From an optimization exercise on the open Yosys and OpenROAD flow, aimed at small area; shortcuts taken in it are not production practice.
The RTL was checked by simulation tests, not by an equivalence proof against the original design.
Power figures rest on the tool's default switching activity, not on a simulated workload.

### design/flow/standard.sh
#!/bin/bash
# synth_recipe.tcl (not shown) runs the flow's synth.tcl, then flattens the netlist and writes it again
# the make line also repeats each setting of config.mk as NAME=value (left out here)
make -C /OpenROAD-flow-scripts/flow DESIGN_CONFIG=/design/flow/config.mk WORK_HOME=/design/flow/orfs CLKGATE_MAP_FILE= SYNTH_SCRIPT=/design/flow/synth_recipe.tcl "${@:-finish}"
### design/flow/config.mk
export PLATFORM = sky130hd
export DESIGN_NAME = led_phase_engine
export DESIGN_NICKNAME = led_phase_engine
export VERILOG_FILES = /design/flow/design.v
export SDC_FILE = /design/flow/constraint.sdc
export NUM_CORES = 4
export LEC_CHECK = 0
export CAP_MARGIN = 20
export CORE_MARGIN = 2
export CORE_UTILIZATION = 40
export PLACE_DENSITY = 0.6
export SLEW_MARGIN = 20
### design/flow/design.v
module lpe_gamma(lvl_r, lvl_g, lvl_b, duty_r, duty_g, duty_b);
  input [4:0] lvl_r;
  wire [4:0] lvl_r;
  input [4:0] lvl_g;
  wire [4:0] lvl_g;
  input [4:0] lvl_b;
  wire [4:0] lvl_b;
  output [7:0] duty_r;
  wire [7:0] duty_r;
  output [7:0] duty_g;
  wire [7:0] duty_g;
  output [7:0] duty_b;
  wire [7:0] duty_b;
  wire _000_;
  wire _001_;
  wire _002_;
  wire _003_;
  wire _004_;
  wire _005_;
  wire _006_;
  wire _007_;
  wire _008_;
  wire _009_;
  wire _010_;
  wire _011_;
  wire _012_;
  wire _013_;
  wire _014_;
  wire _015_;
  wire _016_;
  wire _017_;
  wire _018_;
  wire _019_;
  wire _020_;
  wire _021_;
  wire _022_;
  wire _023_;
  wire _024_;
  wire _025_;
  wire _026_;
  wire _027_;
  wire _028_;
  wire _029_;
  wire _030_;
  wire _031_;
  wire _032_;
  wire _033_;
  wire _034_;
  wire _035_;
  wire _036_;
  wire _037_;
  wire _038_;
  wire _039_;
  wire _040_;
  wire _041_;
  wire _042_;
  wire _043_;
  wire _044_;
  wire _045_;
  wire _046_;
  wire _047_;
  wire _048_;
  wire _049_;
  wire _050_;
  wire _051_;
  wire _052_;
  wire _053_;
  wire _054_;
  wire _055_;
  wire _056_;
  wire _057_;
  wire _058_;
  wire _059_;
  wire _060_;
  wire _061_;
  wire _062_;
  wire _063_;
  wire _064_;
  wire _065_;
  wire _066_;
  wire _067_;
  wire _068_;
  wire _069_;
  wire _070_;
  wire _071_;
  wire _072_;
  wire _073_;
  wire _074_;
  wire _075_;
  wire _076_;
  wire _077_;
  wire _078_;
  wire _079_;
  wire _080_;
  wire _081_;
  wire _082_;
  wire _083_;
  wire _084_;
  wire _085_;
  wire _086_;
  wire _087_;
  wire _088_;
  wire _089_;
  wire _090_;
  wire _091_;
  wire _092_;
  wire _093_;
  wire _094_;
  wire _095_;
  wire _096_;
  wire _097_;
  wire _098_;
  wire _099_;
  wire _100_;
  wire _101_;
  wire _102_;
  wire _103_;
  wire _104_;
  wire _105_;
  wire _106_;
  wire _107_;
  wire _108_;
  wire _109_;
  wire _110_;
  wire _111_;
  wire _112_;
  wire _113_;
  wire _114_;
  wire _115_;
  wire _116_;
  wire _117_;
  wire _118_;
  wire _119_;
  wire _120_;
  wire _121_;
  wire _122_;
  wire _123_;
  wire _124_;
  wire _125_;
  wire _126_;
  wire _127_;
  wire _128_;
  wire _129_;
  wire _130_;
  wire _131_;
  wire _132_;
  wire _133_;
  wire _134_;
  wire _135_;
  wire _136_;
  wire _137_;
  wire _138_;
  wire _139_;
  wire _140_;
  wire _141_;
  wire _142_;
  wire _143_;
  wire _144_;
  wire _145_;
  wire _146_;
  wire _147_;
  wire _148_;
  wire _149_;
  wire _150_;
  wire _151_;
  wire _152_;
  wire _153_;
  wire _154_;
  wire _155_;
  wire _156_;
  wire _157_;
  wire _158_;
  wire _159_;
  wire _160_;
  wire _161_;
  wire _162_;
  wire _163_;
  wire _164_;
  wire _165_;
  wire _166_;
  wire _167_;
  wire _168_;
  wire _169_;
  wire _170_;
  wire _171_;
  wire _172_;
  wire _173_;
  wire _174_;
  wire _175_;
  wire _176_;
  wire _177_;
  wire _178_;
  wire _179_;
  wire _180_;
  wire _181_;
  wire _182_;
  wire _183_;
  wire _184_;
  wire _185_;
  wire _186_;
  assign _127_ = _126_ | _123_;
  assign duty_g[1] = _122_ & ~(_127_);
  assign duty_r[7] = _003_ | _183_;
  assign _128_ = ~(lvl_b[4] & lvl_b[3]);
  assign duty_b[7] = _128_ | _167_;
  assign _129_ = _164_ & ~(_174_);
  assign duty_b[4] = _150_ & ~(_129_);
  assign duty_g[7] = ~_095_;
  assign _130_ = _157_ & ~(lvl_b[2]);
  assign _131_ = _147_ | _153_;
  assign duty_b[6] = _131_ | _130_;
  assign _132_ = ~(lvl_b[2] & lvl_b[1]);
  assign _133_ = lvl_b[0] & ~(_132_);
  assign _134_ = ~lvl_b[3];
  assign _135_ = lvl_b[4] & ~(lvl_b[0]);
  assign _136_ = _132_ & ~(_135_);
  assign _137_ = _136_ | _134_;
  assign _138_ = lvl_b[3] & ~(lvl_b[1]);
  assign _139_ = _137_ & ~(_138_);
  assign _140_ = ~(_139_ | _133_);
  assign _141_ = _132_ & ~(lvl_b[0]);
  assign _142_ = lvl_b[4] & ~(_141_);
  assign _143_ = _134_ & ~(_142_);
  assign _144_ = _143_ | _140_;
  assign _145_ = ~(lvl_b[3] & lvl_b[2]);
  assign _146_ = ~(_145_ | lvl_b[0]);
  assign _147_ = _146_ & ~(lvl_b[1]);
  assign duty_b[3] = _144_ & ~(_147_);
  assign _148_ = _142_ | _137_;
  assign _149_ = lvl_b[0] & ~(_145_);
  assign _150_ = _148_ & ~(_149_);
  assign _151_ = lvl_b[2] & ~(lvl_b[1]);
  assign _152_ = _151_ & ~(_150_);
  assign _153_ = ~lvl_b[4];
  assign _154_ = _151_ & ~(_153_);
  assign _155_ = _139_ & ~(_154_);
  assign duty_b[2] = _155_ | _152_;
  assign _156_ = lvl_b[0] | lvl_b[1];
  assign _157_ = _156_ | _134_;
  assign _158_ = ~(lvl_b[3] | lvl_b[2]);
  assign _159_ = lvl_b[0] & lvl_b[1];
  assign _160_ = _159_ | _158_;
  assign _161_ = _160_ | _146_;
  assign _162_ = _157_ & ~(_161_);
  assign duty_b[5] = _162_ | _153_;
  assign _163_ = duty_b[5] | _145_;
  assign _164_ = _134_ & ~(_133_);
  assign _165_ = _164_ | ~(_142_);
  assign _166_ = _163_ & ~(_165_);
  assign _167_ = ~(_156_ | lvl_b[2]);
  assign _168_ = _167_ | _142_;
  assign _169_ = _164_ & ~(_168_);
  assign _170_ = _149_ | _141_;
  assign _171_ = _151_ | lvl_b[4];
  assign _172_ = _170_ & ~(_171_);
  assign _173_ = _172_ | _169_;
  assign duty_b[1] = _173_ | _166_;
  assign _174_ = ~(lvl_b[4] & lvl_b[1]);
  assign _175_ = ~(lvl_b[4] | lvl_b[1]);
  assign _176_ = _175_ | _134_;
  assign _177_ = _174_ & ~(_176_);
  assign _178_ = _177_ | lvl_b[2];
  assign _179_ = _170_ | _133_;
  assign _180_ = _178_ & ~(_179_);
  assign _181_ = _158_ & _135_;
  assign _182_ = _181_ | _180_;
  assign duty_b[0] = _163_ & ~(_182_);
  assign _183_ = ~lvl_r[4];
  assign _184_ = lvl_r[2] & lvl_r[3];
  assign _185_ = ~lvl_r[0];
  assign _186_ = ~(lvl_r[1] & lvl_r[3]);
  assign _000_ = _186_ | _185_;
  assign _001_ = _000_ & ~(_184_);
  assign _002_ = lvl_r[1] & lvl_r[2];
  assign _003_ = ~(_002_ | lvl_r[3]);
  assign _004_ = _001_ & ~(_003_);
  assign duty_r[6] = _004_ | _183_;
  assign _005_ = _001_ | lvl_r[4];
  assign _006_ = ~(lvl_r[2] | lvl_r[3]);
  assign _007_ = ~(_006_ | _184_);
  assign _008_ = lvl_r[3] & ~(lvl_r[0]);
  assign _009_ = lvl_r[1] | ~(lvl_r[4]);
  assign _010_ = _009_ | _008_;
  assign _011_ = _007_ & ~(_010_);
  assign _012_ = _005_ & ~(_011_);
  assign _013_ = lvl_r[2] | ~(lvl_r[0]);
  assign _014_ = ~(lvl_r[2] | lvl_r[4]);
  assign _015_ = _014_ | _186_;
  assign _016_ = _013_ & ~(_015_);
  assign duty_r[5] = _012_ & ~(_016_);
  assign _017_ = _002_ | _183_;
  assign _018_ = lvl_r[1] | ~(lvl_r[2]);
  assign _019_ = _018_ & lvl_r[3];
  assign _020_ = _017_ & ~(_019_);
  assign _021_ = lvl_r[1] ? lvl_r[3] : lvl_r[4];
  assign _022_ = _013_ | ~(_021_);
  assign _023_ = lvl_r[1] & ~(lvl_r[4]);
  assign _024_ = _185_ & ~(_023_);
  assign _025_ = lvl_r[1] | ~(lvl_r[3]);
  assign _026_ = lvl_r[2] | ~(lvl_r[1]);
  assign _027_ = ~(_026_ & _025_);
  assign _028_ = _027_ | ~(_024_);
  assign _029_ = ~(_028_ & _022_);
  assign duty_r[4] = _029_ | _020_;
  assign _030_ = _183_ & ~(_018_);
  assign _031_ = _026_ & ~(_030_);
  assign _032_ = _008_ & ~(_031_);
  assign _033_ = ~(_032_ & duty_r[5]);
  assign _034_ = _008_ | ~(_013_);
  assign _035_ = _034_ | _003_;
  assign _036_ = _028_ & ~(_035_);
  assign _037_ = ~lvl_r[1];
  assign _038_ = _006_ | _184_;
  assign _039_ = _185_ & ~(_038_);
  assign _040_ = ~(_039_ & _037_);
  assign _041_ = _186_ & ~(lvl_r[0]);
  assign _042_ = _038_ & ~(_041_);
  assign _043_ = _040_ & ~(_042_);
  assign _044_ = lvl_r[4] & ~(_043_);
  assign _045_ = _044_ | _036_;
  assign duty_r[3] = _033_ & ~(_045_);
  assign _046_ = _000_ & ~(_006_);
  assign _047_ = _183_ & ~(_046_);
  assign _048_ = _007_ | _037_;
  assign _049_ = _186_ & ~(_185_);
  assign _050_ = _049_ | _030_;
  assign _051_ = _048_ & ~(_050_);
  assign duty_r[2] = _051_ | _047_;
  assign _052_ = _012_ & ~(_018_);
  assign _053_ = _048_ & ~(_052_);
  assign _054_ = _053_ | _185_;
  assign _055_ = _021_ & ~(_028_);
  assign _056_ = _055_ | _032_;
  assign duty_r[1] = _054_ & ~(_056_);
  assign _057_ = _039_ | ~(_021_);
  assign _058_ = _057_ & ~(_023_);
  assign _059_ = _058_ | _034_;
  assign _060_ = ~(_025_ | _013_);
  assign _061_ = lvl_r[4] & ~(_026_);
  assign _062_ = _061_ | _060_;
  assign duty_r[0] = _059_ & ~(_062_);
  assign _063_ = ~lvl_g[2];
  assign _064_ = lvl_g[0] & lvl_g[1];
  assign _065_ = _064_ & ~(_063_);
  assign _066_ = _065_ & ~(lvl_g[3]);
  assign _067_ = ~lvl_g[4];
  assign _068_ = ~lvl_g[3];
  assign _069_ = ~(lvl_g[0] | lvl_g[1]);
  assign _070_ = _068_ & ~(_069_);
  assign _071_ = _063_ & ~(_070_);
  assign _072_ = _071_ | _067_;
  assign duty_g[6] = _072_ | _066_;
  assign _073_ = lvl_g[2] & ~(_064_);
  assign _074_ = _067_ & ~(_073_);
  assign _075_ = ~(lvl_g[3] & lvl_g[1]);
  assign _076_ = _075_ | _074_;
  assign _077_ = lvl_g[3] | ~(lvl_g[4]);
  assign _078_ = _073_ | _069_;
  assign _079_ = _078_ & ~(_077_);
  assign _080_ = lvl_g[3] & lvl_g[2];
  assign _081_ = lvl_g[4] | ~(lvl_g[0]);
  assign _082_ = _080_ & ~(_081_);
  assign _083_ = _082_ | _079_;
  assign duty_g[5] = _076_ & ~(_083_);
  assign _084_ = lvl_g[0] | ~(lvl_g[3]);
  assign _085_ = _084_ | _078_;
  assign _086_ = ~(_069_ | _064_);
  assign _087_ = _080_ & ~(_086_);
  assign _088_ = lvl_g[4] & ~(lvl_g[0]);
  assign _089_ = ~(_088_ | _082_);
  assign _090_ = ~(lvl_g[3] | lvl_g[4]);
  assign _091_ = ~(_090_ & _064_);
  assign _092_ = ~(_091_ & _089_);
  assign _093_ = _092_ | _087_;
  assign duty_g[0] = _085_ & ~(_093_);
  assign _094_ = _068_ & ~(_065_);
  assign _095_ = lvl_g[4] & ~(_094_);
  assign _096_ = ~(lvl_g[3] | lvl_g[0]);
  assign _097_ = lvl_g[4] & ~(lvl_g[1]);
  assign _098_ = _097_ | _063_;
  assign _099_ = _096_ & ~(_098_);
  assign _100_ = _099_ | _087_;
  assign _101_ = _095_ | ~(_100_);
  assign _102_ = _101_ | duty_g[0];
  assign _103_ = ~(lvl_g[3] & lvl_g[0]);
  assign _104_ = _103_ & _085_;
  assign _105_ = _104_ | ~(_089_);
  assign _106_ = lvl_g[2] | ~(lvl_g[4]);
  assign _107_ = _106_ | _086_;
  assign _108_ = ~(_107_ & _105_);
  assign duty_g[4] = _102_ & ~(_108_);
  assign _109_ = _096_ | _082_;
  assign _110_ = _085_ & ~(_109_);
  assign _111_ = _106_ & ~(_110_);
  assign _112_ = ~(_106_ | _084_);
  assign _113_ = _112_ | ~(_081_);
  assign _114_ = _113_ & ~(lvl_g[1]);
  assign _115_ = lvl_g[2] | ~(lvl_g[0]);
  assign _116_ = _068_ & ~(_115_);
  assign _117_ = _064_ & ~(_077_);
  assign _118_ = _117_ | _116_;
  assign _119_ = _118_ | _114_;
  assign duty_g[3] = _119_ | _111_;
  assign _120_ = _074_ | _069_;
  assign _121_ = _067_ & ~(_084_);
  assign duty_g[2] = _120_ & ~(_121_);
  assign _122_ = _075_ | ~(duty_g[2]);
  assign _123_ = _068_ & ~(_107_);
  assign _124_ = _103_ | lvl_g[2];
  assign _125_ = _097_ & ~(_124_);
  assign _126_ = _125_ | _100_;
endmodule
module led_phase_engine (
    input  wire        clk,
    input  wire        rst,           
    input  wire        tick,          
    input  wire        bus_valid,     
    input  wire        bus_write,     
    input  wire [7:0]  bus_addr,      
    input  wire [1:0]  bus_size,      
    input  wire [31:0] bus_wdata,
    output reg  [31:0] bus_rdata,     
    output reg         bus_rvalid,    
    output wire [5:0]  anode,
    output wire        red_n,         
    output wire        green_n,
    output wire        blue_n,
    output wire        blue_oe,       
    output wire        pump_sink,
    output reg         hook_once,
    output reg         hook_twice
);
    localparam [3:0] OP_INIT          = 4'h1;
    localparam [3:0] OP_ENABLE        = 4'h2;
    localparam [3:0] OP_DISABLE       = 4'h3;
    localparam [3:0] OP_SET_PIXEL     = 4'h4;
    localparam [3:0] OP_SET_PIXEL_RAW = 4'h5;
    localparam [3:0] OP_REQUEST_SWAP  = 4'h6;
    localparam [3:0] OP_COPY_FORWARD  = 4'h7;
    localparam [3:0] F_ILLEGAL_CMD        = 4'd1;
    localparam [3:0] F_NOT_INIT           = 4'd2;
    localparam [3:0] F_INIT_WHILE_ENABLED = 4'd3;
    localparam [3:0] F_INDEX_RANGE        = 4'd4;
    localparam [3:0] F_PERCEPTUAL_RANGE   = 4'd5;
    localparam [3:0] F_SWAP_BUSY          = 4'd6;
    localparam [3:0] F_WRITE_DURING_SWAP  = 4'd7;
    localparam [3:0] F_BUS_WIDTH_ALIGN    = 4'd8;
    localparam [3:0] F_BUS_UNMAPPED       = 4'd9;
    localparam [3:0] F_BUS_WRITE_RO       = 4'd10;
    reg  [5:0][1:0][23:0] mem;
    reg  [5:0]  act_ptr;
    reg  [5:0]  same;
    reg         active_sel;
    reg         swap_pending;
    reg  [2:0]  cur_pixel;
    reg  [2:0]  cur_phase;
    reg  [7:0]  live_val;
    reg         cmp_ok;
    reg  [7:0]  cnt;
    reg         enabled;
    reg         initialized;
    reg         anode_on;
    reg         blue_mode;
    reg  [9:0]  fault;
    reg  [3:0]  fault_cause;
    reg  [31:0] fault_info;
    wire [3:0] op  = bus_wdata[31:28];
    wire [3:0] idx = bus_wdata[27:24];
    wire [7:0] fr  = bus_wdata[23:16];
    wire [7:0] fg  = bus_wdata[15:8];
    wire [7:0] fbv = bus_wdata[7:0];
    wire access_ok  = (bus_size == 2'd2) && (bus_addr[1:0] == 2'b00);
    wire [2:0] slot = bus_addr[4:2];
    wire slot_ok    = !(slot[2] && slot[1]);                        
    wire in_regs    = (bus_addr[7:6] == 2'b00) &&
                      (!bus_addr[5] || (bus_addr[4:3] == 2'b00));    
    wire in_active  = (bus_addr[7:5] == 3'b010) && slot_ok;          
    wire in_pending = (bus_addr[7:5] == 3'b100) && slot_ok;          
    wire mapped     = in_regs || in_active || in_pending;
    wire fmt_n   = (op == OP_INIT) || (op == OP_ENABLE) || (op == OP_DISABLE) ||
                   (op == OP_REQUEST_SWAP) || (op == OP_COPY_FORWARD);
    wire fmt_p   = (op == OP_SET_PIXEL) || (op == OP_SET_PIXEL_RAW);
    wire illegal = fmt_n ? (bus_wdata[27:0] != 28'd0) : !fmt_p;
    wire idx_bad = idx[3] || (idx[2] && idx[1]);
    wire lvl_bad = (fr[7:5] != 3'd0) || (fg[7:5] != 3'd0) || (fbv[7:5] != 3'd0);
    wire [7:0] gam_r, gam_g, gam_b;
    lpe_gamma u_gamma (
        .lvl_r (fr[4:0]),
        .lvl_g (fg[4:0]),
        .lvl_b (fbv[4:0]),
        .duty_r(gam_r),
        .duty_g(gam_g),
        .duty_b(gam_b)
    );
    wire is_write = bus_valid && bus_write;
    wire f_align  = bus_valid && !access_ok;
    wire f_unmap  = bus_valid && access_ok && !mapped;
    wire is_cmd_a = (bus_addr == 8'h00);
    wire f_ro     = is_write && access_ok && mapped && !is_cmd_a;
    wire is_cmd   = is_write && access_ok && is_cmd_a;
    wire op1 = (op == OP_INIT);
    wire op2 = (op == OP_ENABLE);
    wire op3 = (op == OP_DISABLE);
    wire op4 = (op == OP_SET_PIXEL);
    wire op5 = (op == OP_SET_PIXEL_RAW);
    wire op6 = (op == OP_REQUEST_SWAP);
    wire op7 = (op == OP_COPY_FORWARD);
    wire cmd_ok  = is_cmd && !illegal;
    wire needs_init = op2 || op4 || op5 || op6 || op7;
    wire pix_op  = op4 || op5;
    wire pix_go  = cmd_ok && pix_op && initialized && !idx_bad && !(op4 && lvl_bad);
    wire [9:0] fv;
    assign fv[0] = is_cmd && illegal;
    assign fv[1] = cmd_ok && needs_init && !initialized;
    assign fv[2] = cmd_ok && op1 && enabled;
    assign fv[3] = cmd_ok && pix_op && initialized && idx_bad;
    assign fv[4] = cmd_ok && op4 && initialized && !idx_bad && lvl_bad;
    assign fv[5] = cmd_ok && op6 && initialized && swap_pending;
    assign fv[6] = (pix_go || (cmd_ok && op7 && initialized)) && swap_pending;
    assign fv[7] = f_align;
    assign fv[8] = f_unmap;
    assign fv[9] = f_ro;
    wire do_fault   = (fv != 10'd0);
    wire [3:0] fault_code = {fv[9] || fv[8] || fv[7],
                             fv[6] || fv[5] || fv[4] || fv[3],
                             fv[9] || fv[6] || fv[5] || fv[2] || fv[1],
                             fv[8] || fv[6] || fv[4] || fv[2] || fv[0]};
    wire [31:0] fault_word = {bus_wdata[31:8], (f_align || f_unmap || f_ro) ? bus_addr : bus_wdata[7:0]};
    wire do_init    = cmd_ok && op1 && !enabled;
    wire do_enable  = cmd_ok && op2 && initialized && !enabled;
    wire do_disable = cmd_ok && op3;
    wire do_request = cmd_ok && op6 && initialized && !swap_pending;
    wire do_copy    = cmd_ok && op7 && initialized && !swap_pending;
    wire do_pixel   = pix_go && !swap_pending;
    wire        ph0      = (cur_phase == 3'd0);
    wire        ph1      = (cur_phase == 3'd1);
    wire        ph2      = (cur_phase == 3'd2);
    wire        ph_red   = (cur_phase == 3'd3);
    wire        ph_green = cur_phase[2];
    wire        ch_b     = !(ph_red || ph_green);
    reg  [5:0]  pix_oh;
    integer i;
    always @(*) begin
        for (i = 0; i < 6; i = i + 1)
            pix_oh[i] = (cur_pixel == i[2:0]);
    end
    reg [7:0] fetch;
    reg [5:0][1:0][7:0] loc_ch;
    integer k;
    always @(*) begin
        for (i = 0; i < 6; i = i + 1)
            for (k = 0; k < 2; k = k + 1)
                loc_ch[i][k] = ({8{ch_b}}     & mem[i][k][7:0])
                             | ({8{ph_red}}   & mem[i][k][23:16])
                             | ({8{ph_green}} & mem[i][k][15:8]);
        fetch = 8'd0;
        for (i = 0; i < 6; i = i + 1)
            fetch = fetch
                | ({8{pix_oh[i] && !act_ptr[i]}} & loc_ch[i][0])
                | ({8{pix_oh[i] &&  act_ptr[i]}} & loc_ch[i][1]);
    end
    wire [7:0] cmp_buf_sel = (cmp_ok && !ph0 && !ph1) ? fetch : 8'hFF;
    wire [5:0] anode_q = anode_on ? (ph0 ? {pix_oh[0], pix_oh[5:1]} : pix_oh) : 6'd0;
    wire       pump_q  = blue_mode && ph1;
    localparam [3:0] RK_ZERO = 4'd0, RK_SLOT = 4'd1, RK_BUF = 4'd2, RK_LIVE = 4'd3,
                     RK_CNT = 4'd4, RK_STATUS = 4'd5, RK_LINES = 4'd6, RK_FAULT = 4'd7,
                     RK_CAUSE = 4'd8, RK_INFO = 4'd9, RK_CONFIG = 4'd10;
    reg  [3:0]  rd_kind;
    wire [2:0]  rd_pix;
    wire        rd_bank;
    reg  [1:0]  rd_ch;      
    reg  [7:0]  rd_snap;
    wire in_slots = bus_addr[7] || bus_addr[6];
    assign rd_pix  = rd_snap[3:1];    
    assign rd_bank = rd_snap[0];
    reg  [3:0]  kind_n;
    reg  [7:0]  snap_n;
    reg  [1:0]  ch_n;
    always @(*) begin
        kind_n = RK_ZERO;
        snap_n = cnt;
        ch_n   = 2'd0;
        if (access_ok) begin
            if (in_active || in_pending)
                kind_n = RK_SLOT;
            else begin
                case (bus_addr)
                    8'h04: kind_n = RK_STATUS;
                    8'h08: kind_n = RK_FAULT;
                    8'h0C: kind_n = RK_CAUSE;
                    8'h10: kind_n = RK_INFO;
                    8'h14: kind_n = RK_CNT;
                    8'h18: kind_n = RK_LIVE;
                    8'h1C: kind_n = RK_BUF;
                    8'h20: kind_n = RK_LINES;
                    8'h24: kind_n = RK_CONFIG;
                    default: kind_n = RK_ZERO;
                endcase
            end
        end
        if (in_slots)
            snap_n = {4'd0, slot, act_ptr[slot] ^ (bus_addr[7] && !same[slot])};
        else case (bus_addr[5:2])
            4'h7: snap_n = {4'd0, cur_pixel, act_ptr[cur_pixel]};
            4'h1: snap_n = {cur_pixel, cur_phase, active_sel, swap_pending};
            4'h6: snap_n = live_val;
            4'h8: snap_n = {pump_q, blue_mode, anode_q};
            default: snap_n = cnt;
        endcase
        if (bus_addr[2])    
            ch_n = !cmp_ok ? 2'd0 : ph2 ? 2'd3 : ph_red ? 2'd1 : ph_green ? 2'd2 : 2'd0;
        else                
            ch_n = ph_red ? 2'd3 : ph_green ? 2'd1 : ph0 ? 2'd2 : 2'd0;
    end
    always @(posedge clk) begin
        if (rst)
            bus_rvalid <= 1'b0;
        else
            bus_rvalid <= bus_valid && !bus_write;
        rd_kind <= kind_n;
        rd_snap <= snap_n;
        rd_ch   <= ch_n;
    end
    reg [23:0] rd_loc;
    always @(*) begin
        rd_loc = 24'd0;
        for (i = 0; i < 6; i = i + 1)
            rd_loc = rd_loc
                | ({24{rd_pix == i[2:0] && !rd_bank}} & mem[i][0])
                | ({24{rd_pix == i[2:0] &&  rd_bank}} & mem[i][1]);
    end
    wire [7:0] rd_src_r = (rd_kind == RK_BUF) ? rd_loc[23:16] : rd_snap;
    wire [7:0] rd_src_g = (rd_kind == RK_BUF) ? rd_loc[15:8]  : rd_snap;
    wire [7:0] rd_src_b = (rd_kind == RK_BUF) ? rd_loc[7:0]   : rd_snap;
    wire [23:0] rd_cmp  = {(rd_ch == 2'd1) ? rd_src_r : 8'hFF,
                           (rd_ch == 2'd2) ? rd_src_g : 8'hFF,
                           (rd_ch == 2'd3) ? rd_src_b : 8'hFF};
    always @(*) begin
        case (rd_kind)
            RK_SLOT:   bus_rdata = {8'd0, rd_loc};
            RK_BUF:    bus_rdata = {8'd0, rd_cmp};
            RK_LIVE:   bus_rdata = {8'd0, rd_cmp};
            RK_CNT:    bus_rdata = {16'd0, rd_snap, rd_snap};
            RK_STATUS: bus_rdata = {19'd0, (fault != 10'd0), 1'b0, rd_snap[7:5], 1'b0,
                                    rd_snap[4:2], rd_snap[1], initialized, enabled, rd_snap[0]};
            RK_LINES:  bus_rdata = {12'd0, rd_snap[7:6], enabled, enabled, 10'd0, rd_snap[5:0]};
            RK_FAULT:  bus_rdata = {22'd0, fault};
            RK_CAUSE:  bus_rdata = {28'd0, fault_cause};
            RK_INFO:   bus_rdata = info_read;
            RK_CONFIG: bus_rdata = 32'h80080506;
            default:   bus_rdata = 32'd0;
        endcase
    end
    always @(posedge clk) begin
        if (rst) begin
            fault       <= 10'd0;
            fault_cause <= 4'd0;
        end else if (do_fault) begin
            if (fault == 10'd0)
                fault_cause <= fault_code;
            fault <= fault | fv;
        end
    end
    always @(posedge clk) begin
        if (do_fault && fault == 10'd0 && !rst)
            fault_info <= fault_word;
    end
    wire        info_lo_ok = (fault_cause != 4'd0);
    wire        info_hi_ok = info_lo_ok && !fault_cause[3];
    wire [31:0] info_read  = {fault_info[31:8] & {24{info_hi_ok}}, fault_info[7:0] & {8{info_lo_ok}}};
    wire enabled_after = do_enable ? 1'b1 : (do_disable ? 1'b0 : enabled);
    wire do_tick       = tick && enabled_after;
    wire [7:0] cnt_base = do_enable ? 8'd0 : cnt;
    wire [7:0] cnt_inc  = cnt_base + 8'd1;
    wire overflow   = do_tick && (cnt_inc == 8'd0);
    wire swap_pending_after = swap_pending || do_request;
    wire do_swap = overflow && ph_green && (cur_pixel == 3'd5) && swap_pending_after;
    always @(posedge clk) begin
        if (rst) begin
            enabled <= 1'b0;
            cnt     <= 8'd0;
        end else begin
            enabled <= enabled_after;
            if (do_init)
                cnt <= 8'd0;
            else if (do_tick)
                cnt <= cnt_inc;
            else if (do_enable)
                cnt <= 8'd0;
        end
    end
    reg ticked;
    always @(posedge clk) begin
        if (rst)
            ticked <= 1'b0;
        else
            ticked <= do_tick;
    end
    wire cnt_lo0 = (cnt[6:0] == 7'd0);
    always @(*) begin
        hook_once  = ticked && cnt_lo0 && !cnt[7];
        hook_twice = ticked && cnt_lo0;
    end
    always @(posedge clk) begin
        if (rst || do_init) begin
            live_val  <= 8'hFF;
            cmp_ok    <= 1'b0;
            cur_pixel <= 3'd0;
            cur_phase <= 3'd0;
            anode_on  <= 1'b0;
            blue_mode <= 1'b0;
        end else if (do_disable) begin
            anode_on  <= 1'b0;
            blue_mode <= 1'b0;
        end else if (do_enable) begin
            live_val  <= 8'hFF;
            cmp_ok    <= 1'b0;
        end else if (overflow) begin
            live_val <= cmp_buf_sel;
            cmp_ok   <= 1'b1;
            case (cur_phase)
                3'd0: begin
                    anode_on <= 1'b0;
                    if (fetch != 8'hFF)
                        blue_mode <= 1'b1;
                    cur_phase <= 3'd1;
                end
                3'd1: begin
                    anode_on  <= 1'b1;
                    cur_phase <= 3'd2;
                end
                3'd2: begin
                    cur_phase <= 3'd3;
                end
                3'd3: begin
                    blue_mode <= 1'b0;
                    cur_phase <= 3'd4;
                end
                default: begin
                    cur_phase <= 3'd0;
                    cur_pixel <= (cur_pixel == 3'd5) ? 3'd0 : cur_pixel + 3'd1;
                end
            endcase
        end
    end
    always @(posedge clk) begin
        if (rst || do_init) begin
            active_sel   <= 1'b0;
            swap_pending <= 1'b0;
        end else if (do_swap) begin
            active_sel   <= ~active_sel;
            swap_pending <= 1'b0;
        end else begin
            swap_pending <= swap_pending_after;
        end
    end
    always @(posedge clk) begin
        if (do_init) begin
            act_ptr <= 6'd0;
            same    <= 6'd0;
        end else if (do_copy) begin
            same <= 6'h3F;
        end else if (do_pixel) begin
            for (i = 0; i < 6; i = i + 1)
                if (idx[2:0] == i[2:0])
                    same[i] <= 1'b0;
        end else if (do_swap) begin
            act_ptr <= act_ptr ^ ~same;
        end
    end
    always @(posedge clk) begin
        if (rst)
            initialized <= 1'b0;
        else if (do_init)
            initialized <= 1'b1;
    end
    wire [23:0] mem_wdata = (op[2] && op[0]) ? {fr, fg, fbv} : {gam_r, gam_g, gam_b};
    genvar gi, gk;
    generate
        for (gi = 0; gi < 6; gi = gi + 1) begin : g_slot
            for (gk = 0; gk < 2; gk = gk + 1) begin : g_bank
                wire we = do_init || (do_pixel && idx[2:0] == gi && act_ptr[gi] != gk);
                always @(posedge clk)
                    if (we)
                        mem[gi][gk] <= mem_wdata;
            end
        end
    endgenerate
    reg cnt_gt;
    always @(*) begin
        cnt_gt = 1'b0;
        for (i = 0; i < 8; i = i + 1)
            cnt_gt = (cnt[i] && !live_val[i]) || (!(cnt[i] ^ live_val[i]) && cnt_gt);
    end
    assign anode     = anode_q;
    assign pump_sink = pump_q;
    assign blue_oe   = blue_mode;
    assign red_n     = !(enabled && ph_green && cnt_gt);
    assign green_n   = !(enabled && ph0 && cnt_gt);
    assign blue_n    = !(blue_mode && ph_red && cnt_gt);
endmodule
### design/flow/constraint.sdc
create_clock -name core_clock -period 8.0 [get_ports {clk}]
set_input_delay 1.6000 -clock core_clock [delete_from_list [all_inputs] [get_ports {clk}]]
set_output_delay 1.6000 -clock core_clock [all_outputs]
set_load 0.01 [all_outputs]
### design/flow/flow/abc_area.script
strash
dch -f
map -a
&get -n
&st
&dch -f
&nf -a -R 20
&put
&get -n
&st
&dch -f
&nf -a -R 20
&put
topo
### design/flow/flow/run.sh
#!/bin/bash
# Own layout flow: the standard ORFS flow with four changes:
#  - synthesis maps logic with an area-oriented ABC script (flow/abc_area.script);
#    everything else in synthesis (and so every register) is the standard one;
#  - port buffers use a small buffer cell;
#  - CTS uses small clock buffers and no dummy loads;
#  - the larger plain buffers are don't-use, so repairs use small ones.
# Each tool's output goes to a log file in this folder.
set -euo pipefail
W=$(pwd)
FLOW=${FLOW_HOME}
RES=$W/orfs/results/${FLOW_PLATFORM}/led_phase_engine/base

# Synthesis script: the reference script, sourcing a copy of ORFS's synth.tcl
# whose ABC step uses the area script.
sed "s|^source \$::env(SCRIPTS_DIR)/synth_preamble.tcl|source \$::env(SCRIPTS_DIR)/synth_preamble.tcl\nset abc_args [lreplace \$abc_args 1 1 $W/flow/abc_area.script]|" \
    "$FLOW/scripts/synth.tcl" > "$W/own_synth.tcl"
grep -q "abc_area.script" "$W/own_synth.tcl"
sed "s|source \$::env(SCRIPTS_DIR)/synth.tcl|source $W/own_synth.tcl|" \
    "$W/synth_recipe.tcl" > "$W/own_synth_recipe.tcl"
grep -q "own_synth.tcl" "$W/own_synth_recipe.tcl"

export CTS_ARGS="${OWN_CTS_ARGS:--sink_clustering_enable -repair_clock_nets -dont_use_dummy_load -buf_list sky130_fd_sc_hd__clkbuf_16 -sink_clustering_size 25 -sink_clustering_max_diameter 90}"
export BUFFER_PORTS_ARGS="${OWN_BUFFER_PORTS_ARGS:--buffer_cell sky130_fd_sc_hd__buf_1}"

# The platform's don't-use cells plus the larger plain buffers, so that the
# resizer repairs slew and capacitance with small buffers.
BASE_DU=$(make -s -C "$FLOW" DESIGN_CONFIG="$W/config.mk" WORK_HOME="$W/orfs" print-DONT_USE_CELLS 2> "$W/print_dont_use.log" | sed -n 's/^DONT_USE_CELLS: //p')
[[ -n "$BASE_DU" ]]
EXTRA_DU=${OWN_EXTRA_DU-"sky130_fd_sc_hd__buf_4 sky130_fd_sc_hd__buf_6 sky130_fd_sc_hd__buf_8 sky130_fd_sc_hd__buf_12 sky130_fd_sc_hd__buf_16 sky130_fd_sc_hd__bufbuf_8 sky130_fd_sc_hd__bufbuf_16"}
export DONT_USE_CELLS="$BASE_DU $EXTRA_DU"

make -C "$FLOW" DESIGN_CONFIG="$W/config.mk" WORK_HOME="$W/orfs" CLKGATE_MAP_FILE= \
    DONT_USE_CELLS="$DONT_USE_CELLS" \
    SYNTH_SCRIPT="$W/own_synth_recipe.tcl" \
    BUFFER_PORTS_ARGS="$BUFFER_PORTS_ARGS" \
    CTS_ARGS="$CTS_ARGS" \
    "${1:-finish}" > "$W/make_${1:-finish}.log" 2>&1

[[ "${1:-finish}" == finish ]] || exit 0
: # left out here: write the final layout as DEF
==> results of run 1 <==
## kinds of logic after synthesis
| logic type | Yosys count | share of synthesized area |
|---|---|---|
| mux | 7 | 0.00429 |
| fa+ha+maj | 13 | 0.00915 |
| simple gates | 492 | 0.130 |
| flops | 391 | 0.620 |
| compound gates | 528 | 0.224 |
| buf+inv | 46 | 0.00971 |
| xor+xnor | 5 | 0.00246 |
## tightest hold or removal path: cells and delay by family (launching register included)
family	cells	cell delay, ns
flip-flops	1	0.36
buffers and inverters	1	0.05
AO/OA/AOI/OAI	1	0.05
## state kept, by name, summed over array words and instances, names as in the netlist, 4 cells and up
signal and count:
rd_kind 4, cnt 8, act_ptr 6, fault 10, mem 288, live_val 8
rd_snap 8, fault_cause 4, same 6, fault_info 32
## through the flow
| step | util | power (mW) | cells |
|---|---|---|---|
| global placement | 0.437 | 2.58 | 2220 |
| detailed placement | 0.438 | 2.58 | 2220 |
| CTS | 0.449 | 3.62 | 2240 |
| global route | 0.450 | 3.71 | 2241 |
| floorplan | - | 2.43 | 1482 |
| finish | 0.450 | 3.62 | 2241 |
## cell type report
class / instances / area [um2]
clock buffers: 20 / 500
fillers: 4056 / 24200
inverters: 46 / 173
multi-input cells: 1045 / 6760
flip-flops and latches: 391 / 11000
well taps: 592 / 741
repair buffers: 147 / 583
## synth_stat cells, drive strengths merged, types with 5 or more instances
| cell type | n | share of area |
|---|---|---|
| clkinv | 46 | 0.0097 |
| nor4 | 12 | 0.0042 |
| and3 | 11 | 0.0039 |
| a21o | 6 | 0.0025 |
| o22ai | 52 | 0.018 |
| a22oi | 23 | 0.0097 |
| o21ai | 92 | 0.026 |
| nand2b | 20 | 0.0070 |
| ha | 13 | 0.0091 |
| nand4 | 18 | 0.0063 |
| a221oi | 17 | 0.0084 |
| and2 | 13 | 0.0046 |
| nor2 | 117 | 0.025 |
| nand3 | 60 | 0.017 |
| a21oi | 84 | 0.024 |
| o221ai | 5 | 0.0025 |
| or3 | 5 | 0.0018 |
| nor2b | 17 | 0.0060 |
| nand2 | 149 | 0.031 |
| mux2 | 5 | 0.0032 |
| a211oi | 7 | 0.0030 |
| nor4b | 5 | 0.0025 |
| a222oi | 193 | 0.11 |
| edfxtp | 320 | 0.54 |
| a31oi | 20 | 0.0070 |
| dfxtp | 71 | 0.080 |
| nor3 | 47 | 0.013 |
## final timing paths
| kind | depth (start not counted) | slack [ns] | end |
|---|---|---|---|
| setup / recovery | 19 | 1.71 | act_ptr[1]$_SDFFE_PP0P_ |
| hold / removal | 2 | 0.50 | fault[2]$_SDFFE_PP0N_ |
| setup reg to reg | 14 | 3.81 | act_ptr[1]$_SDFFE_PP0P_ |
| hold reg to reg | 2 | 0.50 | fault[2]$_SDFFE_PP0N_ |
## report_power, final
| part | internal, mW | leakage, nW | total (mW) | switching, mW |
|---|---|---|---|---|
| Clock | 0.449 | 0.246 | 1.07 | 0.622 |
| Combinational | 0.0713 | 2.50 | 0.294 | 0.223 |
| Sequential | 2.24 | 3.52 | 2.25 | 0.0138 |
## layer usage
layer / share of wire / up-vias / global-route usage
li1: - / 6619 / -
met5: 0.00012 / - / 0
met1: 0.39 / 7585 / 0.380
met2: 0.43 / 1314 / 0.425
met3: 0.14 / 197 / 0.0812
met4: 0.045 / 2 / 0.111
==> impl_metrics.yaml, run 1 <==
status:
  status: "no timing/DRC/antenna violations"
timing:
  fin_hold_viols: 0
  rsz0062_at_grt: "no"
  period_minus_slack_ns: 6.29
  timing.setup.tns_ns: 0
  worst_rel_slew_slack: 0.200
  worst_slack_ns: 1.71
  finalClockSkew_ns: 0.0508
  achievable-frequency_mhz: 159
  worst_slew_pin_slew_ns: 1.19
  setup_viol: 0
  post_route_fraction_of_the_period_consumed_by_the_critical_path: 0.786
  report.final.slew_viol_count: 0
  smallest_hold_slack_ns: 0.502
detailed_routing:
  routed_via_density: 7.01
  first_pass_iters: 15
  drt-wirelength-per-cell_um: 29.8
  ant_nets: 0
  detail_route.drc_violations: 0
  wl_um: 66800
  vias: 15700
  iteration_0_drc_markers: 4386
global_routing:
  grt_first_pass_wirelength_um: 97600
  grt_antenna_before_repair: 1
  globalRouteOverflowTotal: 0
  grt_start_max_net_pins: 40
  groute.usage.overall: 0.281
  via_count_of_the_first_global_routing_pass: 14800
hold_path:
  worst_hold_path_type: "flip-flop to flip-flop"
  worst_hold_startpoint: "fault[2]$_SDFFE_PP0N_"
clocking:
  cts-buffers-inserted: 20
  cts_setup_buffers: 0
  clock_tree.buffer_depth: 3
  clkLatencyLatePin_ns: 0.57
  ctsResizeCount: 0
  clkSlewWorstSetupHoldPaths_ns: 0.11
  ctsHoldBuffers: 0
  tritoncts: "built"
  clock-sinks: 391
  cts_htree_levels: 1
  ctsRootBufferMaster: "sky130_fd_sc_hd__clkbuf_16"
run:
  maxCapViolCount: 0
critical_path:
  crit_arrival_ns: 6.77
  crit_path_cell_trace: "buf_1 > clkinv_1 > ha_1 > nand2_1 > nor3_1 > nand4_1 > o21ai_0 > nand4_1 > and2_0 > ha_1 > nand4_1 > mux2i_1 > nor2_1 > nand4_1 > nor2_1 > nand4_1 > nor2_1 > o21ai_0 > a21oi_1"
  setup.worst_path.start_class: "primary input"
  critical_path_launch_point: "bus_wdata[8]"
  cp.buffers_inverters: 2
  cp_max_fo: 18
  critPathSlowestCell: "sky130_fd_sc_hd__nand4_1"
  crit_path_max_incr_delay_ns: 0.79
  timing_worst_setup_path_type: "primary input to flip-flop"
  worst_path_most_repeated_cell: "sky130_fd_sc_hd__nand4_1"
  critical_path_required_ns: 8.48
  setup.worst_path.end_class: "flip-flop"
  rr_startpoint: "initialized$_SDFFE_PP0P_"
  critPathTopFamily: "simple AND/OR/NAND/NOR gates"
power:
  leakage_nw: 6.27
  irDropWorstVdd_mv: 0.187
  power-per-cell-area_mw_per_mm2: 183
finish:
  final_area_mm2: 0.0198
  layout_commonest_cell: "sky130_fd_sc_hd__edfxtp_1"
  layout.cells.most_common_list: "320 x sky130_fd_sc_hd__edfxtp_1, 193 x sky130_fd_sc_hd__a222oi_1, 149 x sky130_fd_sc_hd__nand2_1"
  layout-area-overhead-vs-synth_pct: 11.3
  layout.nets: 1711
  total_inserted_antenna_cells: 0
  post_route_cells_drive_above_1_share: 0.0485
floorplanning:
  starting_utilization_of_the_core_area: 0.404
  floorplan.die_area_mm2: 0.0462
  die_w_um: 215
  placeableCoreArea_mm2: 0.0440
  design.portCount: 93
  die_height_um: 215
  floorplan.rows: 77
logic_synthesis:
  synthesized_area_mm2: 0.0178
  ys_seq_elements: 391
  synth_seq_area_share: 0.620
  ys.warnings.count: 1
  syn_area_per_cell_um2: 12.0
  synth_fp_nets: 1542
  post_synth_edffs: 320
  ys_dominant_reg_cell: "sky130_fd_sc_hd__edfxtp_1"
  synthesized_instance_count: 1482
  synth_async_sr_flop_share: 0
  post_synth_num_cell_types: 53
placed_design:
  hpwlAfterDp_um: 45400
  io_buffer_count: 92
  routability_cong: 0.953
  placement_stage_worst_setup_slack_ns: 1.47
  placedInstanceArea_mm2: 0.0193
==> run 2: changes to the inputs <==
--- a/design/flow/flow/run.sh
+++ b/design/flow/flow/run.sh
@@ -20,7 +20,7 @@
     "$W/synth_recipe.tcl" > "$W/own_synth_recipe.tcl"
 grep -q "own_synth.tcl" "$W/own_synth_recipe.tcl"
 
-export CTS_ARGS="${OWN_CTS_ARGS:--sink_clustering_enable -repair_clock_nets -dont_use_dummy_load -buf_list sky130_fd_sc_hd__clkbuf_16 -sink_clustering_size 25 -sink_clustering_max_diameter 90}"
+export CTS_ARGS="${OWN_CTS_ARGS:--sink_clustering_enable -repair_clock_nets -dont_use_dummy_load -buf_list sky130_fd_sc_hd__clkbuf_16 -sink_clustering_size 20 -sink_clustering_max_diameter 80}"
 export BUFFER_PORTS_ARGS="${OWN_BUFFER_PORTS_ARGS:--buffer_cell sky130_fd_sc_hd__buf_1}"
 
 # The platform's don't-use cells plus the larger plain buffers, so that the
==> run 2 against run 1 <==
Highest routed layer is now met4. Clock power is about 10% higher. Cell count is 0.18% higher. Still clean. Hold slack worse by 0.0036 ns. Setup slack lost 0.0040 ns. Via count rose by 0.27%. Clock skew is 0.018 ns higher. Register-to-register slack improved by 0.04 ns. Non-clock buffer count unchanged. Wire length increased by 0.18%. Critical endpoint is now act_ptr[0]$_SDFFE_PP0P_. Critical path type unchanged.
==> impl_metrics.yaml, run 2 <==
status:
  status: "no timing/DRC/antenna violations"
timing:
  worst_rel_slew_slack: 0.123
  report.final.slew_viol_count: 0
  achievable-frequency_mhz: 159
  period_minus_slack_ns: 6.29
  timing.setup.tns_ns: 0
  worst_slew_pin_slew_ns: 1.31
  fin_hold_viols: 0
  rsz0062_at_grt: "no"
  setup_viol: 0
  finalClockSkew_ns: 0.0691
  worst_slack_ns: 1.71
  post_route_fraction_of_the_period_consumed_by_the_critical_path: 0.787
logic_synthesis:
  synth_fp_nets: 1542
  synth.cells.most_frequent: "320 x sky130_fd_sc_hd__edfxtp_1, 193 x sky130_fd_sc_hd__a222oi_1, 149 x sky130_fd_sc_hd__nand2_1"
  synth_top_area_share: 0.540
  synth.area.top_cells: "sky130_fd_sc_hd__edfxtp_1 54%, sky130_fd_sc_hd__a222oi_1 11%, sky130_fd_sc_hd__dfxtp_1 8.0%"
  synthesized_area_mm2: 0.0178
  post-synth-top-area-cell: "sky130_fd_sc_hd__edfxtp_1"
  ys.warnings.count: 1
  syn_area_per_cell_um2: 12.0
  post_synth_edffs: 320
  most_frequent_cell_after_synthesis: "sky130_fd_sc_hd__edfxtp_1"
  ys_seq_elements: 391
  synthesized_instance_count: 1482
  synth_async_sr_flop_share: 0
  post_synth_num_cell_types: 53
  synth_seq_area_share: 0.620
  ys_dominant_reg_cell: "sky130_fd_sc_hd__edfxtp_1"
detailed_routing:
  wl_um: 67000
  detail_route.drc_violations: 0
  first_pass_iters: 17
  ant_nets: 0
  vias: 15800
  drt-wirelength-per-cell_um: 29.8
  iteration_0_drc_markers: 4120
  routed_via_density: 7.02
critical_path:
  setup.worst_path.start_class: "primary input"
  crit_arrival_ns: 6.76
  rr_startpoint: "initialized$_SDFFE_PP0P_"
  cp_max_fo: 18
  setup.worst_path.end_class: "flip-flop"
  worst-r2r-cell-count: 14
  timing.reg2reg.setup_slack_ns: 3.85
  critical_path.reg2reg.endpoint: "act_ptr[0]$_SDFFE_PP0P_"
  critical_path_required_ns: 8.46
  timing_worst_setup_path_type: "primary input to flip-flop"
floorplanning:
  floorplan.rows: 77
  design.portCount: 93
  starting_utilization_of_the_core_area: 0.404
  die_w_um: 215
  placeableCoreArea_mm2: 0.0440
  floorplan.die_area_mm2: 0.0462
  die_height_um: 215
clocking:
  cts_htree_levels: 1
  cts_setup_buffers: 0
  ctsRootBufferMaster: "sky130_fd_sc_hd__clkbuf_16"
  clock-sinks: 391
  ctsHoldBuffers: 0
  clkLatencyLatePin_ns: 0.60
  clkSlewWorstSetupHoldPaths_ns: 0.09
  ctsResizeCount: 0
  tritoncts: "built"
  clock_tree.buffer_depth: 3
  cts-buffers-inserted: 24
finish:
  layout-area-overhead-vs-synth_pct: 11.9
  layout.nets: 1715
  largest_register_ff_count: 288
  top_register: "mem"
  stdcell_count: 2245
  post_route_cells_drive_above_1_share: 0.0502
  layout.cells.most_common_list: "320 x sky130_fd_sc_hd__edfxtp_1, 193 x sky130_fd_sc_hd__a222oi_1, 149 x sky130_fd_sc_hd__nand2_1"
  total_inserted_antenna_cells: 0
  layout_commonest_cell: "sky130_fd_sc_hd__edfxtp_1"
  layout_top_registers: "mem: 288 flops, fault_info: 32 flops, fault: 10 flops"
  postLayoutCoreUtil: 0.452
power:
  irDropWorstVdd_mv: 0.206
  leakage_nw: 6.32
  post-layout-total-power_mw: 3.73
  power-per-cell-area_mw_per_mm2: 187
hold_path:
  holdPathStages: 2
  whs_endpoint: "fault[2]$_SDFFE_PP0N_"
  worst_hold_startpoint: "fault[2]$_SDFFE_PP0N_"
  worst_hold_path_type: "flip-flop to flip-flop"
global_routing:
  grt_start_max_net_pins: 40
  globalRouteOverflowTotal: 0
  grt_antenna_before_repair: 0
  via_count_of_the_first_global_routing_pass: 14900
  grt_first_pass_wirelength_um: 97800
  groute.usage.overall: 0.281
run:
  maxCapViolCount: 0
placed_design:
  placement_stage_worst_setup_slack_ns: 1.47
  routability_cong: 0.953
  io_buffer_count: 92
  placed_cells_incl_taps: 2220
  hpwlAfterDp_um: 45400
-- run 2: cell counts after synthesis --
No cell type changed its count.
-- run 2: report_power, final --
group,leakage (nW),internal [mW],switching (mW)
registers,3.52,2.24,0.0135
clock network,0.296,0.532,0.648
logic,2.50,0.0713,0.222
total,6.32,2.84,0.884
-- run 2: critical path, stage by stage --
cell,delay (ns)
sky130_fd_sc_hd__buf_1,0.20
sky130_fd_sc_hd__clkinv_1,0.14
sky130_fd_sc_hd__ha_1,0.25
sky130_fd_sc_hd__nand2_1,0.11
sky130_fd_sc_hd__nor3_1,0.21
sky130_fd_sc_hd__nand4_1,0.12
sky130_fd_sc_hd__o21ai_0,0.64
sky130_fd_sc_hd__nand4_1,0.79
sky130_fd_sc_hd__and2_0,0.43
sky130_fd_sc_hd__ha_1,0.26
sky130_fd_sc_hd__nand4_1,0.13
sky130_fd_sc_hd__nor2_1,0.08
sky130_fd_sc_hd__xor2_1,0.21
sky130_fd_sc_hd__nand4_1,0.21
sky130_fd_sc_hd__nor2_1,0.46
sky130_fd_sc_hd__nand4_1,0.41
sky130_fd_sc_hd__nor2_1,0.24
sky130_fd_sc_hd__o21ai_0,0.10
sky130_fd_sc_hd__a21oi_1,0.15
-- run 2: logic make-up after synthesis --
| kind of cell | synth area share |
|---|---|
| compound gates | 0.224 |
| xor+xnor | 0.00246 |
| fa+ha+maj | 0.00915 |
| buf+inv | 0.00971 |
| flops | 0.620 |
| mux | 0.00429 |
| simple gates | 0.130 |
-- run 2: final cells by class --
type	instances	area [um2]
inverter	46	173
timing repair buffer	147	583
fill	4045	24100
multi-input combinational	1045	6760
tap	592	741
clock buffer	24	601
sequential	391	11000
-- run 2: stage by stage --
stage | hold slack, ns | area [um2]
2_1_floorplan | 0.427 | 17800
3_3_place_gp | 0.472 | 19300
3_5_place_dp | 0.471 | 19300
4_1_cts | 0.492 | 19900
5_1_grt | 0.525 | 19900
6_report | 0.498 | 19900
-- run 2: layer usage --
layer / GRT usage / routed length (um) / up-vias
met5: 0 / 0 / -
met4: 0.119 / 3260 / 0
met3: 0.0739 / 8770 / 243
met2: 0.427 / 29200 / 1245
met1: 0.382 / 25700 / 7632
li1: - / - / 6639
-- run 2: how the worst max path moves through the flow --
stage | from | cells past startpoint | end
floorplan | cur_phase[2]$_SDFFE_PP0P_ | 2 | blue_n
global route | bus_wdata[8] | 19 | act_ptr[0]$_SDFFE_PP0P_
finish | bus_wdata[8] | 19 | act_ptr[0]$_SDFFE_PP0P_
global placement | bus_wdata[8] | 19 | act_ptr[0]$_SDFFE_PP0P_
CTS | bus_wdata[8] | 19 | act_ptr[1]$_SDFFE_PP0P_
detailed placement | bus_wdata[8] | 19 | act_ptr[1]$_SDFFE_PP0P_

## afterwards: timing with drivers on the ports
In the flow no input, the clock included, has a driving cell. The finished layouts below were timed again as built, in two steps. Step 1: set_driving_cell puts a clkbuf_16 on clk and a buf_2 on each other input, an assumption about the parent block. Step 2 times the ports against the registers' clock, not the clock port: input delays grow and output delays shrink by t, the midpoint of the rising clock arrivals with the driver on. a / b / c = ideal / step 1 / step 2; a / b = the first two.
| run | shift t [ns] | setup slack, ns | worst hold slack (ns) | slew at the worst register clock pin (ns) |
|---|---|---|---|---|
| run 1 | 0.599 | 1.710 / 1.745 / 1.146 | 0.502 / 0.502 / 0.502 | 0.11 / 0.11 |
| run 2 | 0.613 | 1.706 / 1.743 / 1.130 | 0.498 / 0.498 / 0.498 | 0.09 / 0.09 |
After both steps every run listed still meets setup and hold. For run 2, which loses most, drivers alone change the setup slack by +0.037 ns; drivers and shift together by -0.576 ns.
